What follows belongs to an exercise in optimizing a design on an open flow for small area, a short achievable clock period and few clock cycles per item; a production flow would make more cautious choices. No functional check of the RTL was part of any run shown here.

==> design.v <==
module fpdiv #(
    parameter integer K = 1             
) (
    input  wire        clk,
    input  wire        rst,           
    input  wire        in_valid,
    output wire        in_ready,
    input  wire [31:0] in_a,          
    input  wire [31:0] in_b,          
    output reg         out_valid,
    output reg  [31:0] out_result
);
    localparam integer NS = 24 / K;   
    localparam [1:0] C_FIN  = 2'd0;
    localparam [1:0] C_ZERO = 2'd1;
    localparam [1:0] C_INF  = 2'd2;
    localparam [1:0] C_NAN  = 2'd3;
    reg        rdy_q;                 
    reg        v0;
    reg        s0;                    
    reg  [7:0] ea0, eb0;
    reg [23:0] ma0, mb0;              
    reg        az0, bz0;              
    reg signed [5:0] c0;              
    assign in_ready = rdy_q;
    wire in_az = (in_a[30:0] == 31'd0);
    wire in_bz = (in_b[30:0] == 31'd0);
    wire in_ha = (in_a[30:23] != 8'd0);
    wire in_hb = (in_b[30:23] != 8'd0);
    wire need_a = ~ma0[23] & ~az0;
    wire need_b = ~mb0[23] & ~bz0;
    always @(posedge clk) begin
        if (rdy_q) begin
            s0  <= in_a[31] ^ in_b[31];
            ea0 <= in_a[30:23];
            eb0 <= in_b[30:23];
            ma0 <= {in_ha, in_a[22:0]};
            mb0 <= {in_hb, in_b[22:0]};
            az0 <= in_az;
            bz0 <= in_bz;
            c0  <= 6'sd0;
        end else begin
            if (need_a) ma0 <= {ma0[22:0], 1'b0};
            if (need_b) mb0 <= {mb0[22:0], 1'b0};
            c0 <= c0 + (need_b ? 6'sd1 : 6'sd0) - (need_a ? 6'sd1 : 6'sd0);
        end
    end
    always @(posedge clk) begin
        if (rst) begin
            rdy_q <= 1'b1;
            v0    <= 1'b0;
        end else if (rdy_q) begin
            v0    <= in_valid;
            rdy_q <= ~in_valid | (in_ha | in_az) & (in_hb | in_bz);
        end else begin
            rdy_q <= ~(need_a & ~ma0[22]) & ~(need_b & ~mb0[22]);
        end
    end
    wire v0_go = v0 & rdy_q;
    wire a_nan = (ea0 == 8'hFF) & (ma0[22:0] != 23'd0);
    wire b_nan = (eb0 == 8'hFF) & (mb0[22:0] != 23'd0);
    wire a_inf = (ea0 == 8'hFF) & (ma0[22:0] == 23'd0);
    wire b_inf = (eb0 == 8'hFF) & (mb0[22:0] == 23'd0);
    wire [24:0] d_1 = {1'b0, ma0} - {1'b0, mb0};           
    wire [24:0] d_2 = {ma0, 1'b0} - {1'b0, mb0};           
    wire        a_lt_b = d_1[24];
    wire [23:0] r1 = a_lt_b ? d_2[23:0] : d_1[23:0];
    wire signed [9:0] xa = (ea0 == 8'd0) ? 10'sd1 : $signed({2'b00, ea0});
    wire signed [9:0] xb = (eb0 == 8'd0) ? 10'sd1 : $signed({2'b00, eb0});
    wire signed [9:0] e_hi = xa - xb + {{4{c0[5]}}, c0} + 10'sd127;
    wire signed [9:0] e_lo = e_hi - 10'sd1;
    wire signed [9:0] e1 = a_lt_b ? e_lo : e_hi;
    wire e_ovf = a_lt_b ? (e_lo > 10'sd254) : (e_hi > 10'sd254);
    wire e_unf = a_lt_b ? (e_lo < -10'sd23) : (e_hi < -10'sd23);
    reg [1:0] cls1;
    always @(*) begin
        if (a_nan | b_nan | (a_inf & b_inf) | (az0 & bz0)) cls1 = C_NAN;
        else if (a_inf | bz0)                               cls1 = C_INF;
        else if (b_inf | az0)                               cls1 = C_ZERO;
        else if (e_ovf)                                     cls1 = C_INF;
        else if (e_unf)                                     cls1 = C_ZERO;
        else                                                cls1 = C_FIN;
    end
    localparam integer NP = NS + 2;
    reg [NP-1:0]      v_p;
    reg [NP-1:0]      s_p;
    reg [2*NP-1:0]    c_p;
    reg [9*NP-1:0]    e_p;
    reg [23*NP-1:0]   b_p;
    reg [24*NP-1:0]   r_p;
    reg [24*NP-1:0]   q_p;
    wire [24*NP-1:0] r_n;
    wire [K*NP-1:0]  q_n;
    genvar g;
    generate
        for (g = 1; g <= NS; g = g + 1) begin : st
            reg [23:0]    r;
            reg [K-1:0]   qb;
            reg [25:0]    t;
            integer       i;
            always @(*) begin
                r = r_p[24*g +: 24];
                for (i = 0; i < K; i = i + 1) begin
                    t = {1'b0, r, 1'b0} - {2'b01, b_p[23*g +: 23]};
                    qb[K-1-i] = ~t[25];
                    r = t[25] ? {r[22:0], 1'b0} : t[23:0];
                end
            end
            assign r_n[24*g +: 24] = r;
            assign q_n[K*g +: K]   = qb;
        end
    endgenerate
    integer n;
    always @(posedge clk) begin
        if (rst) v_p <= {NP{1'b0}};
        else     v_p <= {v_p[NP-2:1], v0_go, 1'b0};
        s_p[1]        <= s0;
        c_p[2 +: 2]   <= cls1;
        e_p[9 +: 9]   <= e1[8:0];
        b_p[23 +: 23] <= mb0[22:0];
        r_p[24 +: 24] <= r1;
        q_p[24 +: 24] <= 24'd0;
        for (n = 1; n <= NS; n = n + 1) begin
            s_p[n+1]             <= s_p[n];
            c_p[2*(n+1) +: 2]    <= c_p[2*n +: 2];
            e_p[9*(n+1) +: 9]    <= e_p[9*n +: 9];
            b_p[23*(n+1) +: 23]  <= b_p[23*n +: 23];
            r_p[24*(n+1) +: 24]  <= r_n[24*n +: 24];
            q_p[24*(n+1) +: 24]  <= {q_p[24*n +: 24-K], q_n[K*n +: K]};
        end
    end
    wire        vf  = v_p[NS+1];
    wire        sf  = s_p[NS+1];
    wire [1:0]  cf  = c_p[2*(NS+1) +: 2];
    wire signed [8:0] ef = e_p[9*(NS+1) +: 9];
    wire [23:0] qf  = q_p[24*(NS+1) +: 24];    
    wire        stk0 = (r_p[24*(NS+1) +: 24] != 24'd0);
    wire        subn = (ef < 9'sd1);
    wire [4:0]  sh   = subn ? (5'd1 - ef[4:0]) : 5'd0;    
    wire [24:0] x    = {1'b1, qf};
    wire [49:0] xs   = {x, 25'd0} >> sh;
    wire [23:0] m    = xs[49:26];
    wire        gb   = xs[25];
    wire        stk  = stk0 | (xs[24:0] != 25'd0);
    wire        rnd  = gb & (stk | m[0]);
    wire [7:0]  ef8  = subn ? 8'd0 : ef[7:0];
    wire [30:0] pk   = {ef8, m[22:0]} + {30'd0, rnd};
    reg  [31:0] res;
    always @(*) begin
        case (cf)
            C_FIN:   res = {sf, pk};
            C_ZERO:  res = {sf, 31'd0};
            C_INF:   res = {sf, 8'hFF, 23'd0};
            default: res = 32'h7FC00000;
        endcase
    end
    always @(posedge clk) begin
        if (rst) out_valid <= 1'b0;
        else     out_valid <= vf;
        out_result <= res;
    end
endmodule
==> run.sh <==
#!/bin/bash
# synth_recipe.tcl (not shown) runs the flow's synth.tcl, then flattens the netlist and writes it again
# the make line also repeats each setting of config.mk as NAME=value (left out here)
make -C /OpenROAD-flow-scripts/flow DESIGN_CONFIG=/design/flow/config.mk WORK_HOME=/design/flow/orfs CLKGATE_MAP_FILE= SYNTH_SCRIPT=/design/flow/synth_recipe.tcl finish
==> config.mk <==
export PLATFORM = sky130hd
export DESIGN_NAME = fpdiv
export DESIGN_NICKNAME = fpdiv
export VERILOG_FILES = /design/flow/design.v
export SDC_FILE = /design/flow/constraint.sdc
export NUM_CORES = 4
export LEC_CHECK = 0
export CAP_MARGIN = 20
export CORE_MARGIN = 2
export CORE_UTILIZATION = 40
export SLEW_MARGIN = 20
==> constraint.sdc <==
create_clock -name core_clock -period 10.0 [get_ports {clk}]
set_input_delay 2.0000 -clock core_clock [delete_from_list [all_inputs] [get_ports {clk}]]
set_output_delay 2.0000 -clock core_clock [all_outputs]
set_load 0.01 [all_outputs]
==> results of run 1 <==
==> registers in the layout, indices dropped and copies added, names as in the netlist, 25 cells and up <==
| signal | cells |
|---|---|
| q_p | 300 |
| r_p | 600 |
| c_p | 50 |
| e_p | 225 |
| s_p | 25 |
| v_p | 25 |
| b_p | 552 |
| out_result | 32 |
==> per-layer routing <==
| metal | part of all wire, % | vias to the layer above | wire length, µm |
|---|---|---|---|
| met3 | 3.1 | 352 | 5240 |
| met2 | 52 | 888 | 87600 |
| li1 | - | 27700 | - |
| met5 | 0 | - | 0 |
| met4 | 3.8 | 0 | 6470 |
| met1 | 41 | 25400 | 69700 |
==> synth_stat cells, types with 67 or more instances <==
library cell  number
a21o_1           161
a21oi_1          519
clkbuf_1         119
dfxtp_1         1818
edfxtp_1          67
ha_1             615
inv_1            755
mux2_2           306
mux2i_1           69
nand2_1          495
nand2b_1         106
nand3_1          103
nor2_1           486
nor2b_1          147
nor3_1           149
o21a_1           130
o21ai_0          417
xnor2_1          311
xor2_1           173
==> cell type report <==
| cell class | count | area (µm²) |
|---|---|---|
| Timing Repair Buffer | 125 | 1210 |
| Clock inverter | 95 | 1430 |
| Fill cell | 18300 | 107000 |
| Sequential cell | 1885 | 38400 |
| Antenna cell | 1 | 2.50 |
| Clock buffer | 262 | 5480 |
| Multi-Input combinational cell | 5118 | 37300 |
| Tap cell | 2640 | 3300 |
| Inverter | 756 | 2840 |
==> worst reg2reg max path: stages (launching register included) <==
cell,delay (ps)
dfxtp_1,390
inv_1,320
ha_1,270
or4b_4,520
o21ai_4,390
and2_1,710
mux4_2,640
o22ai_1,330
a2bb2oi_2,290
nand4bb_1,340
nor4_2,790
a41o_1,270
nand3_1,80
==> cells by family (layout without fill, tap and decap cells) <==
kind of cell             after synthesis  count (layout)  synth area share (%)
other                                  0               1                     0
adder cells (fa/ha/maj)              644             644                  10.5
multiplexers                         393             393                  5.75
XOR/XNOR                             484             484                  5.37
flip-flops                          1885            1885                  48.7
AO/OA/AOI/OAI                       1738            1738                  13.9
AND/OR/NAND/NOR                     1859            1859                  11.5
buffers and inverters                896            1238                  4.33
==> how the worst min path moves through the flow <==
stage                     startpoint        to  slack, ps  depth (start not counted)
after detailed placement     c_p[21]   c_p[23]        310                          0
after CTS                   q_p[216]  q_p[241]        290                          0
final                       q_p[216]  q_p[241]        300                          0
after global routing        q_p[216]  q_p[241]        300                          0
after floorplan               c_p[8]   c_p[10]        310                          0
after global placement      e_p[110]  e_p[119]        310                          0
==> placed cells by master (no fill, tap or decap), types with 173 or more instances in the layout <==
master	n
mux2_2	306
o21ai_0	417
xor2_1	173
clkbuf_16	195
xnor2_1	311
nand2_1	495
nor2_1	485
dfxtp_1	1817
a21oi_1	508
ha_1	615
inv_1	755
==> per-stage QoR <==
step	cells	cell area [µm²]	util (%)	setup WS [ps]
floorplan	7899	78900	-	5440
global route	10900	90000	45.8	3960
detailed placement	10500	83000	42.2	4510
global placement	10500	83000	42.2	4560
finish	10900	90000	45.8	4500
CTS	10900	89900	45.7	4510
==> metrics.md, run 1 <==
| Metric | Value |
|---|---|
| 1st-iter DRT viols | 2,854 |
| GRT Total Usage | 16.8% |
| Crit path launch | e_p[226] |
| Post-CTS Setup Inserts | 0 |
| Pin count of the biggest net entering global routing | 105 |
| Mean Syn Cell Area | 9.99 µm² |
| Kind of end point of the critical path | register |
| Setup Skew | 49.4 ps |
| Cts bufs inserted | 192 |
| Final setup violating endpoints | 0 |
| Levels on crit path | 12 |
| Mapped Nets | 8,610 |
| R2R cell count | 12 |
| Sequential-to-total area share from yosys stat | 48.7% |
| CTS root buf | clkbuf_16 |
| Min Hold Slack | 300 ps |
| Library cells used by synthesis | 99 |
| Grt met3 use | 2.48% |
| Layout cells sized above 1 | 9.54% |
| Routed vias/inst | 5.00 |
| Worst Tran Pin Value | 1100 ps |
| Top cell type by total area after synthesis | dfxtp_1 |
| Post-cts sizing count | 0 |
| CP cell instances | inv_1 -> ha_1 -> or4b_4 -> o21ai_4 -> and2_1 -> mux4_2 -> o22ai_1 -> a2bb2oi_2 -> nand4bb_1 -> nor4_2 -> a41o_1 -> nand3_1 |
| Crit path to | out_result[30] |
| Clock transition at path regs | 60 ps |
| # hold bufs at CTS | 0 |
| Fmax | 182 MHz |
| Global route hottest layer | met2 |
| Crit share post-route | 55.0% |
| Pins Over Slew Limit | 0 |
| Worst EP required | 10,670 ps |
| Starting Density | 40.1% |
| Crit path buf inv count | 1 |
| Layout net count | 8,789 |
| Post-synthesis cell area | 78,900 µm² |
| Routed len/inst | 15.5 µm |
| Ys flop type | dfxtp_1 |
| Maxcap violations | 0 |
| Final hold vios | 0 |
| Initial antenna violation count | 3 |
| Die ar. | 201,000 µm² |
| Crit path max-delay family | simple AND/OR/NAND/NOR gates |
| Drt total wl | 169 mm |
| Core ar. | 197,000 µm² |
| Post-route ant nets | 0 |
| Crit path max fanout | 16 |
| Met1 global-route usage | 18.7% |
| DR pass1 iterations | 6 |
| Area share of the largest cell type after synthesis | 46.1% |
| Crit start category | register |
| H-tree lvl count | 4 |
| Outcome | finished clean |
| Residual DRC | 0 |
| # IOs | 101 |
| Area contributors post-synth | dfxtp_1, ha_1, mux2_2 |
| Placement Rows | 163 |
| IO Port Bufs | 100 |
| CTS tree | built |
| Asr flop ratio synth | 0% |
| Syn-to-layout area delta | 14.0% |
| Warnings, synthesis | 1 |
| RD Place Congestion | 0.907 |
| Critical Path AT | 6170 ps |
| RSZ-0062 raised after global routing | false |
| GR Util met2 | 31.7% |
| Number of global-route vias before repair | 55,000 |
| Sink Count | 1,885 |
| Slowest-stage cell, CP | nor4_2 |
| FF+latch count, synth | 1,885 |
| EDFF count, synth | 67 |
| Flop2flop setup slack | 4500 ps |
| Setup TNS | 0 ps |
| Slew HR | 26.9% |
| Hold Crit Class | register to register |
| Slowest stage delay, CP | 790 ps |
| Die Wd | 448 µm |
| Global-route wire length before repair | 276 mm |
| FF-to-FF Start | e_p[226] |
| Detail Placement HPWL | 130 mm |
| Worst-Skew Late Latency | 840 ps |
| Reg-to-Reg End | out_result[30] |
| Max clock buf depth | 3 |
| Die height | 448 µm |
| CP Class | register to register |
| Synthesized instance count | 7,899 |
| Routed vias | 54,400 |
| Final min period | 5500 ps |
| Remaining Overflow, GRT | 0 |
==> run 2, diff against run 1 <==
--- a/design.v
+++ b/design.v
@@ -1,5 +1,5 @@
 module fpdiv #(
-    parameter integer K = 1             
+    parameter integer K = 2             
 ) (
     input  wire        clk,
     input  wire        rst,           
==> run 2 against run 1 <==
Against the previous run:
- routed wire length fell by 14%
- final cell count is 18% lower
- worst setup slack lost 2300 ps
- count of clock-buffer cells in the layout is 111 lower
- clock skew rose by 38 ps
- synthesized cell count down 16%
==> metrics.md, run 2 <==
| Metric | Value |
|---|---|
| Initial antenna violation count | 3 (unchanged) |
| Grt met3 use | 2.29% (-0.19 points) |
| Hold_sp | b_p[167] |
| FF+latch count, synth | 1,021 (-46%) |
| Top cell type by total area after synthesis | dfxtp_1 |
| EDFF count, synth | 67 (unchanged) |
| Area share of fa/ha/maj cells after synthesis | 13.2% (+2.7 points) |
| Drt total wl | 146 mm (-14%) |
| Layout cells sized above 1 | 10.7% (+1.1 points) |
| Clock transition at path regs | 60 ps (about the same) |
| Maxcap violations | 0 (unchanged) |
| Max clock buf depth | 3 (unchanged) |
| Syn-to-layout area delta | 11.8% |
| Pins Over Slew Limit | 0 (unchanged) |
| Worst hold stages | 0 (unchanged) |
| Cts bufs inserted | 110 (-43%) |
| Area contributors post-synth | dfxtp_1, ha_1, mux2_2 |
| Worst Tran Pin Value | 1010 ps (-86.4 ps) |
| Sink Count | 1,021 (-46%) |
| H-tree lvl count | 3 (-1) |
| Hold Path End | b_p[190] |
| Filler instances | 14,600 (-20%) |
| FF-to-FF Start | b_p[277] |
| Flop2flop setup slack | 2160 ps (-2340 ps) |
| Die Wd | 394 µm (-12%) |
| Pin count of the biggest net entering global routing | 70 (-33%) |
| Critical Path AT | 8470 ps (+2300 ps) |
| Layout net count | 7,465 (-15%) |
| Post-synthesis mux area share | 8.91% (+3.2 points) |
| # IOs | 101 (unchanged) |
| RD Place Congestion | 0.898 (-0.99%) |
| Final hold vios | 0 (unchanged) |
| Crit path max fanout | 22 (+6) |
| Starting Density | 40.4% (+0.28 points) |
| Routed vias | 47,200 (-13%) |
| Crit share post-route | 78.4% (+23 points) |
| Final min period | 7840 ps (+2340 ps) |
| Post-synthesis cell area | 60,700 µm² (-23%) |
| Warnings, synthesis | 1 (unchanged) |
| Crit start category | register |
| Worst EP required | 10,630 ps (-40 ps) |
| Slew HR | 32.1% (+5.1 points) |
| Worst-Skew Late Latency | 770 ps (-70 ps) |
| CTS tree | built |
| R2R cell count | 22 (+10) |
| Routed vias/inst | 5.32 (+6.4%) |
| Detail Placement HPWL | 116 mm (-11%) |
| Cell with the most instances after synthesis | dfxtp_1 |
| Library cells used by synthesis | 98 (-1.0%) |
| Post-Synth XOR/XNOR Area | 7.57% (+2.2 points) |
| Mapped Nets | 7,353 (-15%) |
| Residual DRC | 0 (unchanged) |
| Biggest regs | r_p x312, b_p x276, q_p x156 |
| Reg-to-Reg End | r_p[320] |
| Setup TNS | 0 ps (unchanged) |
| Synth Area in Compound Gates | 18.3% (+4.4 points) |
| DP Worst Slack | 2330 ps (-2180 ps) |
| Area share of the largest cell type after synthesis | 31.4% (-15 points) |
| Largest family of logic cells by synthesized area | compound AO/OA/AOI/OAI gates |
| Routed len/inst | 16.5 µm (+6.0%) |
| Placement Rows | 142 (-13%) |
| Asr flop ratio synth | 0% (unchanged) |
| Hold Crit Class | register to register |
| IO Port Bufs | 100 (unchanged) |
| Core ar. | 150,000 µm² (-24%) |
| Met1 global-route usage | 24.5% (+5.9 points) |
| GRT Total Usage | 18.4% (+1.6 points) |
| Synthesized instance count | 6,654 (-16%) |
| Die height | 394 µm (-12%) |
| Outcome | finished clean |
| Global route hottest layer | met2 |
| Remaining Overflow, GRT | 0 (unchanged) |
| Commonest cells after routing, fill and taps aside | dfxtp_1, ha_1, a21oi_1, inv_1, nor2_1 |
| # hold bufs at CTS | 0 (unchanged) |
| Global-route wire length before repair | 237 mm (-14%) |
| Max FFs per register | 312 (-48%) |
| Most common cell after layout, fill and taps aside | dfxtp_1 |
| Simple-gate share of the synthesized area | 13.3% (+1.8 points) |
| Post-cts sizing count | 0 (unchanged) |
| Number of global-route vias before repair | 45,700 (-17%) |
| Post-CTS Setup Inserts | 0 (unchanged) |
| Largest register by flop count | r_p |
| CTS root buf | clkbuf_16 |
| 1st-iter DRT viols | 2,899 (+1.6%) |
| RSZ-0062 raised after global routing | false |
| Mean Syn Cell Area | 9.13 µm² (-8.6%) |
| Sequential-to-total area share from yosys stat | 34.8% (-14 points) |
| Final setup violating endpoints | 0 (unchanged) |
| Die ar. | 155,000 µm² (-23%) |
| GR Util met2 | 31.1% (-0.57 points) |
| Min Hold Slack | 275 ps (-24.9 ps) |
| Post-route ant nets | 0 (unchanged) |
| Kind of end point of the critical path | register |
| Final setup margin | 2160 ps (-2340 ps) |
| DR pass1 iterations | 5 (-1) |
| Fmax | 128 MHz (-30%) |
| CP Class | register to register |
| Ys flop type | dfxtp_1 |
| Commonest cells in the synthesized netlist | dfxtp_1, ha_1, a21oi_1, inv_1, nor2_1 |
| Setup Skew | 87.6 ps (+38.2 ps) |
-- run 2: cell count changes after synthesis, moves of 20 or more --
cell,previous run,this run
a21o_1,161,201
nor2b_1,147,115
nand3_1,103,139
xnor2_1,311,371
o31ai_1,56,36
dfxtp_1,1818,954
o21bai_1,41,71
mux2_2,306,418
o21ai_0,417,318
clkbuf_1,119,89
nand2_1,495,344
inv_1,755,486
-- run 2: per-stage QoR --
step	cells	instance area (µm²)	utilization, %
global placement	8670	64000	42.6
floorplan	6654	60700	-
detailed placement	8670	64000	42.6
global route	8875	67900	45.2
CTS	8875	67900	45.2
finish	8878	67900	45.2
-- run 2: kinds of logic (layout without fill, tap and decap cells) --
family,after synthesis,after routing
mux,488,488
other cells,0,3
compound gates,1717,1717
flops,1021,1021
xor+xnor,525,525
simple gates,1650,1650
fa+ha+maj,632,632
buf+inv,621,826
-- run 2: worst max-delay path by stage --
stage              from  depth (start not counted)  endpoint
2_1_floorplan  b_p[231]                         26  r_p[279]
3_3_place_gp    b_p[93]                         25  r_p[141]
3_5_place_dp   b_p[277]                         22  r_p[331]
4_1_cts        b_p[277]                         22  r_p[320]
5_1_grt        b_p[277]                         22  r_p[319]
6_report       b_p[277]                         22  r_p[320]
-- run 2: worst max-delay path, cell delays in order, from the launching register on --
cell and delay [ps]:
dfxtp_1 320, inv_1 80, ha_1 280, nor2b_1 120
o21ai_0 130, o221ai_1 480, a211oi_1 220, or4b_2 700
a21bo_2 240, a21oi_2 610, mux2_2 430, ha_1 330
and3_1 220, o21a_1 130, o32ai_1 530, o21ai_0 280
o311ai_0 620, a31oi_1 290, a21o_1 240, a31oi_1 240
or2_2 200, nand2_1 530, mux2_2 500
-- run 2: metal layers --
layer  up-vias  part of all wire [%]
li1      24100                     -
met1     22100                    47
met2       812                    47
met3       195                   3.6
met4         0                   2.4
met5         -                     0
-- run 2: area by class of cell --
class                      instances  area [µm²]  share of cell area [%]
multi-input combinational       5012       37300                    54.9
sequential                      1021       21100                    31.1
clock buffer                     151        3100                    4.56
tap                             2016        2520                    3.71
inverter                         487        1830                    2.69
timing repair buffer             134        1260                    1.85
clock inverter                    54         823                    1.21
antenna                            3        7.51                  0.0111
==> run 3, diff against run 2 <==
--- a/design.v
+++ b/design.v
@@ -1,5 +1,5 @@
 module fpdiv #(
-    parameter integer K = 2             
+    parameter integer K = 3             
 ) (
     input  wire        clk,
     input  wire        rst,           
==> run 3 against run 2 <==
Against the previous run:
- final cell count down 8.2%
- via count shrank 5.6%
- register-to-register slack got worse by 1600 ps
- synthesized cell count shrank 7.2%
- first-iteration DRC count shrank 14%
- flip-flop and latch count fell by 288
- non-clock buffer count grew 47
- clock skew is 51 ps lower
- area after synthesis down 11%
- critical path type unchanged
==> metrics.md, run 3 <==
| Metric | Value |
|---|---|
| Worst Tran Pin Value | 1130 ps (+121 ps) |
| Ys flop type | dfxtp_1 |
| Slew HR | 24.5% (-7.6 points) |
| Biggest regs | r_p x216, b_p x184, q_p x108 |
| Placement Rows | 134 (-5.6%) |
| Global-route wire length before repair | 225 mm (-5.1%) |
| # IOs | 101 (unchanged) |
| Routed vias | 44,600 (-5.6%) |
| Kind of end point of the critical path | register |
| Final setup violating endpoints | 0 (unchanged) |
| Syn-to-layout area delta | 11.5% |
| Core ar. | 134,000 µm² (-11%) |
| DP Worst Slack | 206 ps (-2120 ps) |
| Sink Count | 733 (-28%) |
| Worst-Skew Late Latency | 700 ps (-70 ps) |
| Cell with the most instances after synthesis | dfxtp_1 |
| Crit path buf inv count | 2 (+1) |
| Number of global-route vias before repair | 43,400 (-5.1%) |
| CP Class | register to register |
| Asr flop ratio synth | 0% (unchanged) |
| Die height | 371 µm (-5.7%) |
| RD Place Congestion | 0.895 (-0.30%) |
| Critical Path AT | 9970 ps (+1500 ps) |
| GRT Total Usage | 20.0% (+1.6 points) |
| Flip-flop and latch area | 15,300 µm² (-27%) |
| Starting Density | 40.4% (about the same) |
| Final setup margin | 575 ps (-1590 ps) |
| Detail Placement HPWL | 113 mm (-2.7%) |
| Outcome | finished clean |
| Final hold vios | 0 (unchanged) |
| Die ar. | 138,000 µm² (-11%) |
| Area share of the largest cell type after synthesis | 24.7% (-6.7 points) |
| Setup Skew | 36.4 ps (-51.2 ps) |
| Top cell type by total area after synthesis | dfxtp_1 |
| Remaining Overflow, GRT | 0 (unchanged) |
| Mean Syn Cell Area | 8.74 µm² (-4.2%) |
| Maxcap violations | 0 (unchanged) |
| Drt total wl | 140 mm (-4.1%) |
| Setup TNS | 0 ps (unchanged) |
| Final Instance Area | 60,200 µm² (-11%) |
| Pins Over Slew Limit | 0 (unchanged) |
| Pin count of the biggest net entering global routing | 106 (+51%) |
| Synthesized instance count | 6,173 (-7.2%) |
| Max FFs per register | 216 (-31%) |
| Post-route ant nets | 0 (unchanged) |
| Commonest cells in the synthesized netlist | dfxtp_1, ha_1, a21oi_1, nor2_1, nand2_1 |
| Routed vias/inst | 5.47 (+2.8%) |
| Die Wd | 371 µm (-5.7%) |
| Min Hold Slack | 307 ps (+31.6 ps) |
| Fmax | 106 MHz (-17%) |
| Library cells used by synthesis | 106 (+8.2%) |
| CTS root buf | clkbuf_16 |
| Worst EP required | 10,550 ps (-80 ps) |
| IO Port Bufs | 100 (unchanged) |
| Sequential-to-total area share from yosys stat | 28.4% (-6.3 points) |
| Clock transition at path regs | 70 ps (about the same) |
| Residual DRC | 0 (unchanged) |
| Multi-input logic area | 36,600 µm² (-1.7%) |
| Hold Crit Class | register to register |
| DR pass1 iterations | 5 (unchanged) |
| Crit path max fanout | 24 (+9.1%) |
| Warnings, synthesis | 1 (unchanged) |
| EDFF count, synth | 67 (unchanged) |
| Final min period | 9420 ps (+1590 ps) |
| Layout cells sized above 1 | 10.9% (+0.25 points) |
| Cts bufs inserted | 83 (-25%) |
| 1st-iter DRT viols | 2,486 (-14%) |
| Crit share post-route | 94.2% (+16 points) |
| Area contributors post-synth | dfxtp_1, ha_1, mux2_2 |
| Max clock buf depth | 3 (unchanged) |
| Commonest cells after routing, fill and taps aside | dfxtp_1, ha_1, a21oi_1, nor2_1, nand2_1 |
| H-tree lvl count | 3 (unchanged) |
| Crit start category | register |
| Crit path max-delay family | compound AO/OA/AOI/OAI gates |
| Most common cell after layout, fill and taps aside | dfxtp_1 |
| Layout net count | 7,004 (-6.2%) |
| Post-synthesis cell area | 54,000 µm² (-11%) |
| Initial antenna violation count | 2 (-1) |
| CTS tree | built |
| Slowest-stage cell, CP | dfxtp_1 |
| Mapped Nets | 6,868 (-6.6%) |
| Routed len/inst | 17.2 µm (+4.5%) |
| Slowest stage delay, CP | 470 ps (-230 ps) |
| Filler instances | 13,000 (-11%) |
| Area post-placement | 57,300 µm² (-11%) |
| Largest register by flop count | r_p |
| FF+latch count, synth | 733 (-28%) |
run 3: path summary, 6_finish.rpt:
path	startpoint	slack [ps]	endpoint	cells after the start
worst max-delay path	b_p[162]	580	r_p[193]	36
worst min-delay path	e_p[57]	310	e_p[66]	0
worst max register to register	b_p[162]	580	r_p[193]	36
worst min register to register	e_p[57]	310	e_p[66]	0
run 3: through the flow:
| step | utilization [%] | instances |
|---|---|---|
| after floorplan | - | 6173 |
| after global placement | 42.8 | 7990 |
| after detailed placement | 42.8 | 7990 |
| after CTS | 45.0 | 8145 |
| after global routing | 45.0 | 8147 |
| final | 45.0 | 8151 |
run 3: what timing repair did:
action	4_1_cts	5_1_grt
gates resized for setup	0	20
hold buffers	0	0
endpoints found under the setup margin	0	125
buffers inserted	0	2
run 3: logic make-up after synthesis:
kind of cell    count (synthesis)  share of synthesized area [%]
compound gates               1727                           20.6
simple gates                 1601                           14.3
fa+ha+maj                     628                           14.7
flops                         733                           28.4
xor+xnor                      533                           8.65
mux                           433                           9.41
buf+inv                       518                           3.88
run 3: area by class of cell:
type                       count  share of cell area (%)
antenna                        4                  0.0166
clock buffer                 103                    3.69
clock inverter                52                    1.04
inverter                     388                    2.42
multi-input combinational   4922                    60.9
sequential                   733                    25.5
tap                         1768                    3.67
timing repair buffer         181                    2.78
run 3: layer usage:
layer | share of wire [%] | track usage, % | vias to the layer above
met3 | 3.5 | 2.27 | 227
met1 | 45 | 25.5 | 20800
met4 | 3.0 | 6.35 | 0
met2 | 48 | 35.0 | 815
li1 | - | - | 22700
met5 | 0 | 0 | -
==> run 4, diff against run 3 <==
--- a/design.v
+++ b/design.v
@@ -1,5 +1,5 @@
 module fpdiv #(
-    parameter integer K = 3             
+    parameter integer K = 1             
 ) (
     input  wire        clk,
     input  wire        rst,           
--- a/config.mk
+++ b/config.mk
@@ -8,4 +8,5 @@
 export CAP_MARGIN = 20
 export CORE_MARGIN = 2
 export CORE_UTILIZATION = 40
+export SETUP_SLACK_MARGIN = 5
 export SLEW_MARGIN = 20
==> run 4 against run 3 <==
Against the previous run:
- die area increased by 46%
- worst hold slack lost 6.7 ps
- utilization up 0.87 points
- critical endpoint is now c_p[2]
==> metrics.md, run 4 <==
| Metric | Value |
|---|---|
| Die Wd | 448 µm (+21%) |
| Crit path launch | eb0[6] |
| Worst hold stages | 0 (unchanged) |
| Sequential-to-total area share from yosys stat | 48.7% (+20 points) |
| # hold bufs at CTS | 0 (unchanged) |
| Detail Placement HPWL | 130 mm (+15%) |
| Outcome | finished clean |
| Final hold vios | 0 (unchanged) |
| Hold Path End | q_p[241] |
| Crit start category | register |
| Kind of end point of the critical path | register |
| Largest family of logic cells by synthesized area | compound AO/OA/AOI/OAI gates |
| EDFF count, synth | 67 (unchanged) |
| Biggest regs | r_p x600, b_p x552, q_p x300 |
| Core ar. | 197,000 µm² (+47%) |
| H-tree lvl count | 4 (+1) |
| Number of global-route vias before repair | 55,000 (+27%) |
| Area contributors post-synth | dfxtp_1, ha_1, mux2_2 |
| Final setup margin | 5240 ps (+4660 ps) |
| GRT Total Usage | 16.8% (-3.2 points) |
| CP Class | register to register |
| Hold Crit Class | register to register |
| DR pass1 iterations | 7 (+2) |
| Global route hottest layer | met2 |
| Worst EP required | 10,700 ps (+150 ps) |
| Placement Rows | 163 (+22%) |
| FF-to-FF Start | eb0[6] |
| Ys flop type | dfxtp_1 |
| Initial antenna violation count | 3 (+1) |
| Library cells used by synthesis | 99 (-6.6%) |
| Post-Synth XOR/XNOR Area | 5.37% (-3.3 points) |
| Cts bufs inserted | 192 (+130%) |
| CTS root buf | clkbuf_16 |
| Worst-Skew Late Latency | 840 ps (+140 ps) |
| Mean Syn Cell Area | 9.99 µm² (+14%) |
| Max clock buf depth | 3 (unchanged) |
| Filler instances | 18,300 (+41%) |
| DP Worst Slack | 4510 ps (+4300 ps) |
| Met1 global-route usage | 18.7% (-6.8 points) |
| Pin count of the biggest net entering global routing | 105 (-0.94%) |
| Area share of the largest cell type after synthesis | 46.1% (+21 points) |
| Syn-to-layout area delta | 14.4% |
| Routed len/inst | 15.5 µm (-9.7%) |
| IO Port Bufs | 100 (unchanged) |
| Hold_sp | q_p[216] |
| Critical Path AT | 5460 ps (-4510 ps) |
| Setup TNS | 0 ps (unchanged) |
| Pins Over Slew Limit | 0 (unchanged) |
| Top cell type by total area after synthesis | dfxtp_1 |
| 1st-iter DRT viols | 2,878 (+16%) |
| Post-synthesis mux area share | 5.75% (-3.7 points) |
| Mapped Nets | 8,610 (+25%) |
| GR Util met2 | 31.7% (-3.3 points) |
| Asr flop ratio synth | 0% (unchanged) |
| CTS tree | built |
| Clock transition at path regs | 60 ps (about the same) |
| Final min period | 4760 ps (-4660 ps) |
| Crit path max fanout | 8 (-67%) |
| Reg-to-Reg End | c_p[2] |
| Routed vias | 54,400 (+22%) |
| Setup Skew | 48.2 ps (+11.8 ps) |
| Layout net count | 8,806 (+26%) |
| RD Place Congestion | 0.907 (+1.3%) |
| Post-route ant nets | 0 (unchanged) |
| Die height | 448 µm (+21%) |
| Final setup violating endpoints | 0 (unchanged) |
| Simple-gate share of the synthesized area | 11.5% (-2.8 points) |
| Layout cells sized above 1 | 9.98% (-0.95 points) |
| Starting Density | 40.1% (-0.26 points) |
| R2R cell count | 23 (-36%) |
| RSZ-0062 raised after global routing | true |
| # IOs | 101 (unchanged) |
| Remaining Overflow, GRT | 0 (unchanged) |
| Routed vias/inst | 5.00 (-8.6%) |
| Flop2flop setup slack | 5240 ps (+4660 ps) |
| Post-synthesis cell area | 78,900 µm² (+46%) |
| Fmax | 210 MHz (+98%) |
| Area share of fa/ha/maj cells after synthesis | 10.5% (-4.3 points) |
| Commonest cells after routing, fill and taps aside | dfxtp_1, inv_1, ha_1, a21oi_1, nand2_1 |
| Slew HR | 26.4% (+2.0 points) |
| Max FFs per register | 600 (+180%) |
| Maxcap violations | 0 (unchanged) |
| Residual DRC | 0 (unchanged) |
| Warnings, synthesis | 1 (unchanged) |
| Commonest cells in the synthesized netlist | dfxtp_1, inv_1, ha_1, a21oi_1, nand2_1 |
| Global-route wire length before repair | 276 mm (+23%) |
| Cell with the most instances after synthesis | dfxtp_1 |
| Grt met3 use | 2.48% (+0.22 points) |
| Drt total wl | 169 mm (+21%) |
| Largest register by flop count | r_p |
| Sink Count | 1,885 (+160%) |
| Crit share post-route | 47.6% (-47 points) |
| Die ar. | 201,000 µm² (+46%) |
| Worst Tran Pin Value | 1100 ps (-26.8 ps) |
| FF+latch count, synth | 1,885 (+160%) |
| Synth Area in Compound Gates | 13.9% (-6.7 points) |
| Most common cell after layout, fill and taps aside | dfxtp_1 |
| Synthesized instance count | 7,899 (+28%) |
[run 4: changes by cell type after synthesis, moves of 59 or more]
| cell | change |
|---|---|
| dfxtp_1 | +1152 |
| xnor2_1 | -59 |
| nand2_1 | +78 |
| nor2b_1 | +63 |
| a21o_1 | -61 |
| inv_1 | +370 |
[run 4: critical path, stage by stage (launching register included)]
cell	delay, ps
edfxtp_1	420
nor4_2	290
a41o_1	210
ha_2	190
fa_2	220
inv_1	40
a21oi_1	140
o21bai_1	120
a21o_1	190
a21o_1	190
xnor2_1	140
ha_1	280
inv_1	60
ha_4	320
nor2b_1	70
a221oi_2	340
o311ai_4	210
nor3b_4	280
nand3_1	100
o211ai_1	150
o211ai_1	150
nand4_1	110
nand3_1	100
a221o_1	320
[run 4: layout make-up]
| cell class | instances | area, µm² | share of cell area, % |
|---|---|---|---|
| Antenna cell | 1 | 2.50 | 0.00277 |
| Sequential cell | 1885 | 38400 | 42.5 |
| Timing Repair Buffer | 142 | 1340 | 1.48 |
| Clock buffer | 262 | 5480 | 6.07 |
| Inverter | 756 | 2840 | 3.15 |
| Clock inverter | 95 | 1430 | 1.58 |
| Multi-Input combinational cell | 5118 | 37500 | 41.5 |
| Tap cell | 2640 | 3300 | 3.66 |
[run 4: cell families (layout without fill, tap and decap cells)]
kind of cell / count (synthesis) / after routing
AOI/OAI and AO/OA: 1738 / 1738
and+or+nand+nor: 1859 / 1859
adders and majority gates: 644 / 644
DFF: 1885 / 1885
xor gates and xnor gates: 484 / 484
muxes: 393 / 393
buffers and inverters: 896 / 1255
other: 0 / 1
[run 4: repair_timing]
item	in CTS	in global routing
gates resized for setup	11	24
setup endpoints to repair	19	19
buffers inserted	0	17
pin swaps	0	10
[run 4: worst max path at each step]
stage	to	slack, ps	cells after the start
6_report	c_p[2]	5240	23
5_1_grt	c_p[2]	4910	23
4_1_cts	c_p[2]	4920	23
3_5_place_dp	out_result[30]	4510	12
3_3_place_gp	c_p[2]	4560	18
2_1_floorplan	c_p[2]	5440	18
[run 4: per-layer routing]
metal  vias up  share of wire, %
met5         -                 0
met4         0               3.8
met3       349               3.2
met2       913                52
met1     25500                41
li1      27700                 -
[run 4: metrics by stage]
step / utilization [%] / cell area (µm²) / hold slack (ps) / cells
after floorplan: - / 78900 / 310 / 7899
after global placement: 42.2 / 83000 / 310 / 10500
after detailed placement: 42.2 / 83000 / 312 / 10500
after CTS: 45.8 / 90000 / 285 / 10900
after global routing: 45.9 / 90300 / 301 / 10900
final: 45.9 / 90300 / 300 / 10900

[re-timing with driven ports]
No port has a modelled driver above. Below, the same layouts with a new extraction and two added sets of constraints. Step 1 (the two cells are an assumption about what drives the block):
set clk [get_ports {clk}]
set_driving_cell -lib_cell sky130_fd_sc_hd__clkbuf_16 $clk
set_driving_cell -lib_cell sky130_fd_sc_hd__buf_2 [delete_from_list [all_inputs] $clk]
Step 2, shift: input delay + t, output delay - t, t = (earliest + latest rising clock arrival at the registers) / 2. This alone moves slack from input paths to output paths. Three values: ideal, step 1, step 2; two values: the first two.
| run | shift t [ns] | setup WS [ns] | hold slack, ns |
|---|---|---|---|
| run 1 | 0.898 | 4.505 / 4.505 / 4.505 | 0.300 / 0.300 / 0.300 |
| run 2 | 0.810 | 2.164 / 2.164 / 2.164 | 0.275 / 0.275 / 0.275 |
| run 3 | 0.754 | 0.575 / 0.575 / 0.575 | 0.307 / 0.307 / 0.307 |
| run 4 | 0.898 | 5.239 / 5.239 / 5.239 | 0.300 / 0.300 / 0.300 |
After both steps setup and hold are still met in every run listed.
